This is an optimization exercise on Yosys and OpenROAD, whose aim is small area, a short achievable clock period and few clock cycles per item, not a production implementation.
Only simulation tests tie the RTL to the original design; equivalence was not proved.

**flow/design.v**
```verilog
module lmc_fpack (
    input  wire        sign,
    input  wire [13:0] e,       
    input  wire [55:0] m,
    output reg  [63:0] r
);
    wire signed [13:0] es = e;
    reg  [55:0] m2;
    reg  [10:0] ef;
    reg  [6:0]  sh;
    reg         st;
    reg         inc;
    always @* begin
        m2  = m;
        ef  = 11'd0;
        sh  = 7'd0;
        st  = 1'b0;
        inc = 1'b0;
        r   = 64'd0;
        if (m == 56'd0) begin
            r = {sign, 63'd0};
        end else if (es >= 14'sd2047) begin
            r = {sign, 11'h7ff, 52'd0};
        end else begin
            if (es <= 14'sd0) begin
                if (es < -14'sd54) sh = 7'd56;
                else               sh = 7'd1 - es[6:0];
                st = |(m & ~({56{1'b1}} << sh));
                m2 = (m >> sh) | {55'd0, st};
                ef = 11'd0;
            end else begin
                ef = es[10:0];
            end
            inc = m2[2] & (m2[1] | m2[0] | m2[3]);
            r = {sign, ef, m2[54:3]} + {63'd0, inc};
        end
    end
endmodule
module lmc_fmul64 (
    input  wire [63:0] a,
    input  wire [63:0] b,
    output reg  [63:0] r
);
    wire        sa = a[63], sb = b[63];
    wire [10:0] ea = a[62:52], eb = b[62:52];
    wire [51:0] fa = a[51:0],  fb = b[51:0];
    wire        a_nan = (ea == 11'h7ff) && (fa != 0);
    wire        b_nan = (eb == 11'h7ff) && (fb != 0);
    wire        a_inf = (ea == 11'h7ff) && (fa == 0);
    wire        b_inf = (eb == 11'h7ff) && (fb == 0);
    wire        a_zero = (ea == 0) && (fa == 0);
    wire        b_zero = (eb == 0) && (fb == 0);
    wire        s = sa ^ sb;
    wire [52:0]  ma = {ea != 0, fa};
    wire [52:0]  mb = {eb != 0, fb};
    wire [13:0]  xa = (ea == 0) ? 14'd1 : {3'd0, ea};
    wire [13:0]  xb = (eb == 0) ? 14'd1 : {3'd0, eb};
    wire [105:0] p = ma * mb;
    reg  [6:0]   lz;
    integer i;
    always @* begin
        lz = 7'd106;
        for (i = 0; i < 106; i = i + 1)
            if (p[i]) lz = 7'd105 - i[6:0];
    end
    wire [105:0] pn = p << lz;
    wire [13:0]  e  = xa + xb - 14'd1022 - {7'd0, lz};
    wire [55:0]  m  = {pn[105:51], |pn[50:0]};
    wire [63:0]  rp;
    lmc_fpack u_pack (.sign(s), .e(e), .m(m), .r(rp));
    always @* begin
        if (a_nan || b_nan || (a_inf && b_zero) || (a_zero && b_inf))
            r = 64'h7ff8000000000000;
        else if (a_inf || b_inf)
            r = {s, 11'h7ff, 52'd0};
        else if (a_zero || b_zero)
            r = {s, 63'd0};
        else
            r = rp;
    end
endmodule
module lmc_fadd64 (
    input  wire [63:0] a,
    input  wire [63:0] b,
    input  wire        sub,
    output reg  [63:0] r
);
    wire        sa = a[63];
    wire        sb = b[63] ^ sub;
    wire [10:0] ea = a[62:52], eb = b[62:52];
    wire [51:0] fa = a[51:0],  fb = b[51:0];
    wire        a_nan = (ea == 11'h7ff) && (fa != 0);
    wire        b_nan = (eb == 11'h7ff) && (fb != 0);
    wire        a_inf = (ea == 11'h7ff) && (fa == 0);
    wire        b_inf = (eb == 11'h7ff) && (fb == 0);
    wire        swap = {eb, fb} > {ea, fa};
    wire        sx = swap ? sb : sa;
    wire        sy = swap ? sa : sb;
    wire [10:0] ex = swap ? eb : ea;
    wire [10:0] ey = swap ? ea : eb;
    wire [51:0] fx = swap ? fb : fa;
    wire [51:0] fy = swap ? fa : fb;
    wire [10:0] xx = (ex == 0) ? 11'd1 : ex;
    wire [10:0] xy = (ey == 0) ? 11'd1 : ey;
    wire [10:0] d  = xx - xy;
    wire [55:0] mx = {ex != 0, fx, 3'b000};
    wire [55:0] my = {ey != 0, fy, 3'b000};
    reg  [55:0] my_al;
    reg         st;
    always @* begin
        if (d >= 11'd56) begin
            st    = |my;
            my_al = {55'd0, st};
        end else begin
            st    = |(my & ~({56{1'b1}} << d[5:0]));
            my_al = (my >> d[5:0]) | {55'd0, st};
        end
    end
    wire        eff_sub = sx ^ sy;
    wire [56:0] sum = eff_sub ? ({1'b0, mx} - {1'b0, my_al})
                              : ({1'b0, mx} + {1'b0, my_al});
    reg  [6:0]  lz;
    integer i;
    always @* begin
        lz = 7'd57;
        for (i = 0; i < 57; i = i + 1)
            if (sum[i]) lz = 7'd56 - i[6:0];
    end
    reg  [55:0] m;
    reg  [13:0] e;
    always @* begin
        if (sum[56]) begin
            m = {sum[56:2], sum[1] | sum[0]};
            e = {3'd0, xx} + 14'd1;
        end else begin
            m = sum[55:0] << (lz - 7'd1);
            e = {3'd0, xx} - {7'd0, lz} + 14'd1;
        end
    end
    wire [63:0] rp;
    lmc_fpack u_pack (.sign(sx), .e(e), .m(m), .r(rp));
    always @* begin
        if (a_nan || b_nan || (a_inf && b_inf && (sa != sb)))
            r = 64'h7ff8000000000000;
        else if (a_inf)
            r = {sa, 11'h7ff, 52'd0};
        else if (b_inf)
            r = {sb, 11'h7ff, 52'd0};
        else if (sum == 57'd0)
            r = {sa & sb, 63'd0};
        else
            r = rp;
    end
endmodule
module lmc_kfilt (
    input  wire        clk,
    input  wire        rst,
    input  wire        in_valid,
    output wire        in_ready,
    input  wire [1:0]  in_op,
    input  wire [2:0]  in_ch,
    input  wire        in_first,
    input  wire [3:0]  in_addr,
    input  wire [63:0] in_data,
    output reg         out_valid,
    output reg  [2:0]  out_ch,
    output reg  [63:0] out_z,
    output reg  [63:0] out_acc
);
    localparam OP_SAMPLE = 2'd0, OP_WRCOEF = 2'd1, OP_CLEAR = 2'd2;
    reg [63:0] coef [0:9];
    reg [63:0] hx1 [0:7];
    reg [63:0] hx2 [0:7];
    reg [63:0] hy1 [0:7];
    reg [63:0] hy2 [0:7];
    reg [63:0] hz1 [0:7];
    reg [63:0] hz2 [0:7];
    reg [63:0] acc [0:7];
    reg        busy;
    reg [3:0]  step;
    reg [2:0]  ch;
    reg        first;
    reg [63:0] x;        
    reg [63:0] yn;       
    reg [63:0] zn;       
    reg [63:0] p;        
    reg [63:0] s;        
    assign in_ready = !busy;
    reg  [63:0] mul_a, mul_b;
    reg  [63:0] add_a;
    reg         add_sub;
    always @* begin
        mul_a   = 64'd0;
        mul_b   = 64'd0;
        add_a   = s;
        add_sub = 1'b0;
        case (step)
            4'd0:  begin mul_a = coef[0]; mul_b = x;       end
            4'd1:  begin mul_a = coef[1]; mul_b = hx1[ch]; end
            4'd2:  begin mul_a = coef[2]; mul_b = hx2[ch]; end
            4'd3:  begin mul_a = coef[3]; mul_b = hy1[ch]; end
            4'd4:  begin mul_a = coef[4]; mul_b = hy2[ch]; add_sub = 1'b1; end
            4'd5:  begin add_sub = 1'b1; end
            4'd6:  begin mul_a = coef[5]; mul_b = yn;      end
            4'd7:  begin mul_a = coef[6]; mul_b = hy1[ch]; end
            4'd8:  begin mul_a = coef[7]; mul_b = hy2[ch]; end
            4'd9:  begin mul_a = coef[8]; mul_b = hz1[ch]; end
            4'd10: begin mul_a = coef[9]; mul_b = hz2[ch]; add_sub = 1'b1; end
            4'd11: begin add_sub = 1'b1; end
            4'd12: begin mul_a = zn; mul_b = zn; end
            4'd13: begin add_a = first ? 64'd0 : acc[ch]; end
            default: ;
        endcase
    end
    wire [63:0] mul_r, add_r;
    lmc_fmul64 u_mul (.a(mul_a), .b(mul_b), .r(mul_r));
    lmc_fadd64 u_add (.a(add_a), .b(p), .sub(add_sub), .r(add_r));
    integer k;
    always @(posedge clk) begin
        if (rst) begin
            busy      <= 1'b0;
            step      <= 4'd0;
            out_valid <= 1'b0;
        end else begin
            out_valid <= 1'b0;
            if (!busy) begin
                if (in_valid) begin
                    case (in_op)
                        OP_SAMPLE: begin
                            busy  <= 1'b1;
                            step  <= 4'd0;
                            ch    <= in_ch;
                            first <= in_first;
                            x     <= in_data;
                        end
                        OP_WRCOEF: begin
                            if (in_addr < 4'd10)
                                coef[in_addr] <= in_data;
                        end
                        OP_CLEAR: begin
                            for (k = 0; k < 8; k = k + 1) begin
                                hx1[k] <= 64'd0;
                                hx2[k] <= 64'd0;
                                hy1[k] <= 64'd0;
                                hy2[k] <= 64'd0;
                                hz1[k] <= 64'd0;
                                hz2[k] <= 64'd0;
                                acc[k] <= 64'd0;
                            end
                        end
                        default: ;
                    endcase
                end
            end else begin
                step <= step + 4'd1;
                p <= mul_r;
                case (step)
                    4'd1, 4'd7:  s <= p;                  
                    4'd2, 4'd3, 4'd4,
                    4'd8, 4'd9, 4'd10: s <= add_r;
                    4'd5:  yn <= add_r;
                    4'd11: zn <= add_r;
                    4'd13: begin
                        hx2[ch] <= hx1[ch];
                        hx1[ch] <= x;
                        hy2[ch] <= hy1[ch];
                        hy1[ch] <= yn;
                        hz2[ch] <= hz1[ch];
                        hz1[ch] <= zn;
                        acc[ch] <= add_r;
                        out_valid <= 1'b1;
                        out_ch    <= ch;
                        out_z     <= zn;
                        out_acc   <= add_r;
                        busy      <= 1'b0;
                    end
                    default: ;
                endcase
            end
        end
    end
endmodule
```
**flow/run.sh**
```bash
#!/bin/bash
# synth_recipe.tcl (not shown) runs the flow's synth.tcl, then flattens the netlist and writes it again
# the make line also repeats each setting of config.mk as NAME=value (left out here)
make -C /OpenROAD-flow-scripts/flow DESIGN_CONFIG=/design/flow/config.mk WORK_HOME=/design/flow/orfs CLKGATE_MAP_FILE= SYNTH_SCRIPT=/design/flow/synth_recipe.tcl finish
```
**flow/config.mk**
```make
export PLATFORM = sky130hd
export DESIGN_NAME = lmc_kfilt
export DESIGN_NICKNAME = lmc_kfilt
export VERILOG_FILES = /design/flow/design.v
export SDC_FILE = /design/flow/constraint.sdc
export NUM_CORES = 4
export LEC_CHECK = 0
export CAP_MARGIN = 20
export CORE_MARGIN = 2
export CORE_UTILIZATION = 33
export PLACE_DENSITY = 0.45
export SLEW_MARGIN = 20
```
**flow/constraint.sdc**
```tcl
create_clock -name core_clock -period 28.0 [get_ports {clk}]
set_input_delay 5.6000 -clock core_clock [delete_from_list [all_inputs] [get_ports {clk}]]
set_output_delay 5.6000 -clock core_clock [all_outputs]
set_load 0.01 [all_outputs]
```
==> flow_summary.json <==
{
  "num_vias": 279771,
  "syn-num-nets": 34380,
  "critical-path-top-delay-family": "simple AND/OR/NAND/NOR gates",
  "skew_ps": 130,
  "antenna_found_initial": 188,
  "placementRows": 371,
  "die_x_um": 1010,
  "hold_slack_ps": 459,
  "multiInputGateArea_mm2": 0.179,
  "synth_cell_type_count": 138,
  "cts_buffers": 558,
  "synth_top_area_cell": "edfxtp_1",
  "synth_most_common_cell": "edfxtp_1",
  "gp_congestion": 1.03,
  "drive_gt1_frac": 0.161,
  "grt_setup_unrepaired": "false",
  "cts-root-buf": "clkbuf_16",
  "cap_violations": 0,
  "clk_latency_ps": 1080,
  "cts_setup_buffers": 0,
  "worstHoldEndpoint": "out_z[33]",
  "outcome": "no timing/DRC/antenna violations",
  "cts_tree": "built",
  "port_buffers": 209,
  "ant_nets": 0,
  "r2r.worst_path.cells": 104,
  "min_from": "zn[33]",
  "drc": 0,
  "synthFlopType": "edfxtp_1",
  "area_growth_pct": 16.4,
  "synth.top_cells.by_count": "edfxtp_1, nor2_1, nand2_1, inv_1, fa_1",
  "fin_crit_ps": 27460,
  "hold_viol_final": 0,
  "finalWorstSetupSlack_ps": 542,
  "coreArea_mm2": 1.02,
  "whs_path_depth": 0,
  "max_clock_freq_ghz": 0.0364,
  "dp_hpwl_um": 1320000,
  "required_ps": 28780,
  "r2r-end": "out_acc[52]",
  "nets": 35950,
  "wl_per_cell_um": 38.7,
  "fin_crit_sh": 0.981,
  "final-seq-area_mm2": 0.141,
  "cp_max_fo": 19,
  "ys_ff_latch": 4688,
  "postLayoutCellArea_mm2": 0.392,
  "clock_sinks": 4688,
  "arrival_ps": 28240,
  "final_cells": 46757,
  "die_y_um": 1010,
  "grt_pass1_wl_um": 2450000,
  "cp-end-kind": "register",
  "slew_viol_final": 0,
  "ios": 210,
  "synth_edf_count": 4679,
  "grt_usage": 0.344,
  "hp-class": "register to register",
  "syn_avg_cell_area_um2": 10.9,
  "ys_top_cells_by_area": "edfxtp_1, fa_1, mux4_2",
  "tightest_slew_ps": 1370,
  "max_stage_delay_ps": 930,
  "crit_buf_inv": 28,
  "drt_iter0_drc": 34695,
  "cts_max_path_buffers": 5,
  "ys_async_sr_fraction": 0,
  "synth-seq-area-share": 0.418,
  "fin_tns_setup_ps": 0,
  "synth_area_mm2": 0.337,
  "dp_cells": 45604,
  "yosysWarnings": 4,
  "crit_slowest_cell": "nor3_1",
  "place_area_mm2": 0.375,
  "first_pass_iters": 7,
  "slew_headroom": 0.0858,
  "die-area_mm2": 1.03,
  "worstSetupPathType": "register to register",
  "syn_inst": 30984,
  "preCtsSetupSlack_ps": 137,
  "cp_common_cell": "buf_4",
  "grt.overflow.total": 0,
  "start_util": 0.331,
  "clk_transition_reported_paths_ps": 60,
  "hold_buffers": 0,
  "grt_max_degree": 183,
  "vias_per_cell": 5.98,
  "crit_path_start_kind": "register",
  "htree_levels": 6,
  "grt_pass1_vias": 277877,
  "synth_top_area_share": 0.417,
  "setup_viol": 0,
  "reg2reg_from": "step[0]",
  "wl_um": 1810000,
  "nFillCells": 99815,
  "r2r_slack_ps": 540
}
## kinds of logic after synthesis
family,share of synthesized area
simple gates,0.151
compound gates,0.102
xor+xnor,0.00705
buf+inv,0.0555
flops,0.418
fa+ha+maj,0.182
mux,0.0851
## worst reg2reg max path: cells and delay by family, from the launching register on
family	cells	cell delay [ps]
AOI/OAI and AO/OA	33	7490
xor gates and xnor gates	1	320
adders and majority gates	6	2400
buffers and inverters	28	5640
DFF	1	420
muxes	1	710
and+or+nand+nor	35	10220
## cell type report
| class | instances | area share |
|---|---|---|
| timing repair buffer | 3216 | 0.0699 |
| tap | 13614 | 0.0435 |
| antenna | 192 | 0.00123 |
| sequential | 4688 | 0.359 |
| inverter | 2684 | 0.0257 |
| multi-input combinational | 21406 | 0.458 |
| clock inverter | 261 | 0.00549 |
| clock buffer | 696 | 0.0375 |
## layout by cell type, fill, tap and decap left out, types with 99 or more instances in the layout
cell type	n
edfxtp_1	4679
nor2_1	3966
nand2_1	3367
buf_4	2785
inv_1	2663
fa_1	2612
and3_1	1301
a21oi_1	1003
mux4_2	880
mux2i_1	760
ha_1	702
o21ai_0	695
clkbuf_16	568
and2_1	517
nor3_1	450
nand3_1	385
o22ai_1	323
a22oi_1	237
buf_12	216
a21o_1	213
a211oi_1	211
nand4_1	207
clkdlybuf4s50_1	207
a221oi_1	205
a22o_1	198
diode_2	192
o211ai_1	170
xnor2_1	168
nor4_1	165
a31oi_1	135
clkbuf_1	128
clkinv_1	124
o31ai_1	115
or3_1	109
mux2_2	102
o221ai_1	99
## layer usage
layer / global-route usage / routed length, um / up-vias
met3: 0.0720 / 161000 / 2875
li1: - / - / 113609
met1: 0.477 / 761000 / 148134
met4: 0.152 / 95200 / 76
met5: 0 / 530 / -
met2: 0.522 / 790000 / 15077
## stage by stage
stage / util
after detailed placement: 0.368
after CTS: 0.384
final: 0.385
after global routing: 0.384
after global placement: 0.367
after floorplan: -
## sequential cells by signal, summed over array words and instances, names as in the netlist, 512 cells and up, named ones only
| name | count |
|---|---|
| acc | 512 |
| coef | 640 |
| hx1 | 512 |
| hx2 | 512 |
| hy1 | 512 |
| hy2 | 512 |
| hz1 | 512 |
| hz2 | 512 |
## timing repair
item | in CTS | in global routing
gates resized for setup | 1 | 9
pin swaps | 0 | 0
gates cloned | 0 | 0
setup endpoints to repair | 4 | 547
## how the worst max path moves through the flow
stage	startpoint	endpoint	slack, ps	cells past startpoint
2_1_floorplan	register	p[50]	3440	95
3_3_place_gp	step[0]	yn[52]	-380	99
3_5_place_dp	step[0]	yn[52]	140	99
4_1_cts	step[0]	out_acc[52]	290	93
5_1_grt	step[0]	out_acc[52]	30	99
6_report	step[0]	out_acc[52]	540	104
Testbench counts, summed over its fixed seeds: cycles 288,006, items 19,194.

## static timing again, ports no longer ideal
No port has a modelled driver above. Below, the same layout with a new extraction and two added sets of constraints. Step 1 assumes that a clkbuf_16 drives the clock port and a buf_2 every other input. Step 2 moves the port delays by t, midway between the first and last clock arrival at a register: inputs arrive t later, outputs are due t later. That takes back most of the time a late clock gives input paths. a / b / c = ideal ports / drivers / drivers and shift; a / b = the first two.
t (ns): 1.180
setup WS [ns]: 0.542 / 0.542 / 0.542
worst hold slack (ns): 0.459 / 0.459 / 0.459
After both steps setup and hold are still met in this run. The setup slack of this run moves by 0.000 ns with the drivers and by 0.000 ns with both steps.
